From an optimization exercise on the open Yosys and OpenROAD flow, aimed at small area; shortcuts taken in it are not production practice. The RTL was checked by simulation tests, not by an equivalence proof against the original design.

==> flow/design.v (excerpt) <==
module tfg_pwmgen (
    input  wire        CLK,
    input  wire        RST,
    input  wire [11:0] BUS_ADDR,
    input  wire [1:0]  BUS_SIZE,
    input  wire        BUS_WE,
    input  wire        BUS_RE,
    input  wire [31:0] BUS_WDATA,
    output reg  [31:0] BUS_RDATA,
    output reg         BUS_ERR,
    input  wire        ENC_A,
    input  wire        ENC_B,
    input  wire        BTN,
    input  wire        SERIAL_FRAME,
    input  wire        TIMEBASE,
    output wire [7:0]  PWM_OUT,
    output wire [7:0]  PWM_OE
);
    reg        tick_run;
    reg [1:0]  tick_div;
    reg        cmd_err;
    reg [1:0]  q_hb, q_tb;      
    reg [3:0]  q_hr, q_tr;      
    reg [2:0]  qb0 [0:10];
    reg [2:0]  qb1 [0:10];
    reg [2:0]  qb2 [0:10];
    reg [2:0]  rot_state;
    reg [1:0]  rot_last;
    reg        btn_last;
    reg        btn_pressed;
    reg [31:0] btn_t0;
    reg [31:0] time_cnt;
    wire [31:0] time_n;
    tfg_inc #(32) u_time (.a(time_cnt), .ci(TIMEBASE), .s(time_n));
    wire [1:0] rot_p    = {ENC_A, ENC_B};
    wire       rot_edge = (rot_p != rot_last);
    reg  [2:0] rot_next;
    reg        rot_cw, rot_ccw;
    always @* begin
        rot_next = 3'd0;
        rot_cw   = 1'b0;
        rot_ccw  = 1'b0;
        case (rot_state)
            3'd0: case (rot_p)
                      2'd1: rot_next = 3'd4;
                      2'd2: rot_next = 3'd2;
  ...
Size in the first run: about 7600 cells after synthesis, roughly 1000 flip-flops, ~100 I/O pins.
clock: 200.0 ns
lec_check: 0
abc_area: 1
cap_margin: 20
core_margin: 2
core_utilization: 50
slew_margin: 20
standard.sh (not shown) runs the stock make flow with config.mk's settings and CLKGATE_MAP_FILE= SYNTH_SCRIPT=/design/flow/synth_recipe.tcl, a recipe that flattens the netlist after the stock synthesis.
==> flow/flow/run.sh <==
#!/bin/bash
# Own layout flow: the standard ORFS flow (standard.sh), unchanged but for
# clock tree synthesis, which uses clkbuf_16 buffers, clusters of up to 24 sinks
# within 100 um, and no dummy loads.
set -euo pipefail
W="$(pwd)"
bash "$W/standard.sh" \
  "CTS_ARGS=-sink_clustering_enable -repair_clock_nets -dont_use_dummy_load -buf_list sky130_fd_sc_hd__clkbuf_16 -sink_clustering_size 24 -sink_clustering_max_diameter 100" \
  finish > "$W/orfs_make.log" 2>&1
Then changed:
==> flow/flow/run.sh (replaced) <==
#!/bin/bash
# Own layout flow: the standard ORFS flow (standard.sh), unchanged but for
#   - clock tree synthesis, which uses clkbuf_8 buffers, clusters of up to 12
#     sinks within 60 um, and no dummy loads,
#   - the port buffers, which are buf_1 cells (every port still gets one).
set -euo pipefail
W="$(pwd)"
bash "$W/standard.sh" \
  "CTS_ARGS=-sink_clustering_enable -repair_clock_nets -dont_use_dummy_load -buf_list sky130_fd_sc_hd__clkbuf_8 -sink_clustering_size 12 -sink_clustering_max_diameter 60" \
  "BUFFER_PORTS_ARGS=-buffer_cell sky130_fd_sc_hd__buf_1" \
  finish > "$W/orfs_make.log" 2>&1
What happened: Cell count rose slightly; hold slack gets worse by 0.040 ns; core utilization fell by 0.31 points; maximum frequency rose slightly.
Then changed:
==> flow/flow/run.sh (replaced) <==
#!/bin/bash
# Own layout flow: the standard ORFS flow (standard.sh) with changes that
# only affect how the layout is built:
#   - an area-oriented ABC mapping script (flow/abc_area.script) in place of
#     ORFS's, with no full-adder extraction before it (ABC maps the adders),
#   - clock tree synthesis uses clkbuf_8 buffers, clusters of up to 12 sinks
#     within 60 um, and no dummy loads,
#   - the port buffers are buf_1 cells (every port still gets one).
# Synthesis is otherwise the standard flow's own (synth_recipe.tcl), so the registers are the same.
set -euo pipefail
W="$(pwd)"
S="$W/scripts_area"
rm -rf "$S"
cp -r "$FLOW_HOME/scripts" "$S"
cp "$W/flow/abc_area.script" "$S/abc_area.script"
bash "$W/standard.sh" \
  "SCRIPTS_DIR=$S" \
  "ADDER_MAP_FILE=" \
  "CTS_ARGS=-sink_clustering_enable -repair_clock_nets -dont_use_dummy_load -buf_list sky130_fd_sc_hd__clkbuf_8 -sink_clustering_size 12 -sink_clustering_max_diameter 60" \
  "BUFFER_PORTS_ARGS=-buffer_cell sky130_fd_sc_hd__buf_1" \
  finish > "$W/orfs_make.log" 2>&1
==> flow/flow/abc_area.script (new file) <==
strash
dc2
dch -f
amap
strash
dc2
dch -f
amap
topo
dnsize
stime -c
CAP_MARGIN = 30   (was 20)
SLEW_MARGIN = 25   (was 20)
=>
- The new run completed without violations
- global-route usage climbs by 3.4 points
- register-to-register slack is better by 42 ns
- first-iteration DRC count climbs by 17%
- wire length climbs by 1.0%
- clock-buffer cell count drops by 7
- cell area drops by 6.7%
- synthesized cell count climbs by 1.4%
- hold slack is worse by 0.082 ns
Then changed:
==> flow/flow/run.sh (replaced) <==
#!/bin/bash
# Own layout flow: the standard ORFS flow (standard.sh) with two changes that
# only affect how the layout is built:
#   - ABC maps with ORFS's own area script minus its buffering and upsizing
#     steps (flow/abc_area.script); OpenROAD's repair buffers the layout later,
#   - clock tree synthesis uses clkbuf_8 buffers, clusters of up to 12 sinks
#     within 60 um, and no dummy loads.
# Synthesis is otherwise the standard flow's own (synth_recipe.tcl), so the registers are the same.
set -euo pipefail
W="$(pwd)"
S="$W/scripts_area"
rm -rf "$S"
cp -r "$FLOW_HOME/scripts" "$S"
cp "$W/flow/abc_area.script" "$S/abc_area.script"
bash "$W/standard.sh" \
  "SCRIPTS_DIR=$S" \
  "CTS_ARGS=-sink_clustering_enable -repair_clock_nets -dont_use_dummy_load -buf_list sky130_fd_sc_hd__clkbuf_8 -sink_clustering_size 12 -sink_clustering_max_diameter 60" \
  finish > "$W/orfs_make.log" 2>&1
==> flow/flow/abc_area.script (replaced) <==
strash
dch
map -B 0.9
topo
stime -c
dnsize -c
CAP_MARGIN = 40   (was 30)
SLEW_MARGIN = 30   (was 25)
The new run finished clean.
Routed wire length rises slightly.
Clock skew rises by 0.053 ns.
Via count falls by roughly a tenth.
Fmax falls by a quarter to a third.
Design area rises by a little under a tenth.

## what the ideal ports hide
No port has a modelled driver above. Below, the same layouts with a new extraction and two added sets of constraints.
Step 1 assumes that a clkbuf_16 drives the clock port and a buf_2 every other input.
Step 2 times the ports against the registers' clock, not the clock port: input delays grow and output delays shrink by t, the midpoint of the rising clock arrivals with the driver on.
a / b / c = ideal ports / drivers / drivers and shift; a / b = the first two.
| run | shift t [ns] | setup slack, ns | hold slack, ns |
|---|---|---|---|
| the first run | 0.774 | 32.147 / 32.199 / 31.425 | 0.483 / 0.483 / 0.483 |
| the second run | 0.927 | 34.010 / 34.043 / 33.117 | 0.443 / 0.443 / 0.443 |
| the third run | 0.878 | 74.496 / 74.532 / 73.654 | 0.361 / 0.361 / 0.361 |
| the fourth run | 0.906 | 31.309 / 31.354 / 30.448 | 0.405 / 0.405 / 0.405 |
After both steps setup and hold are still met in every run listed. The setup slack of the second run, which loses most, moves by +0.033 ns with the drivers and by -0.893 ns with both steps.
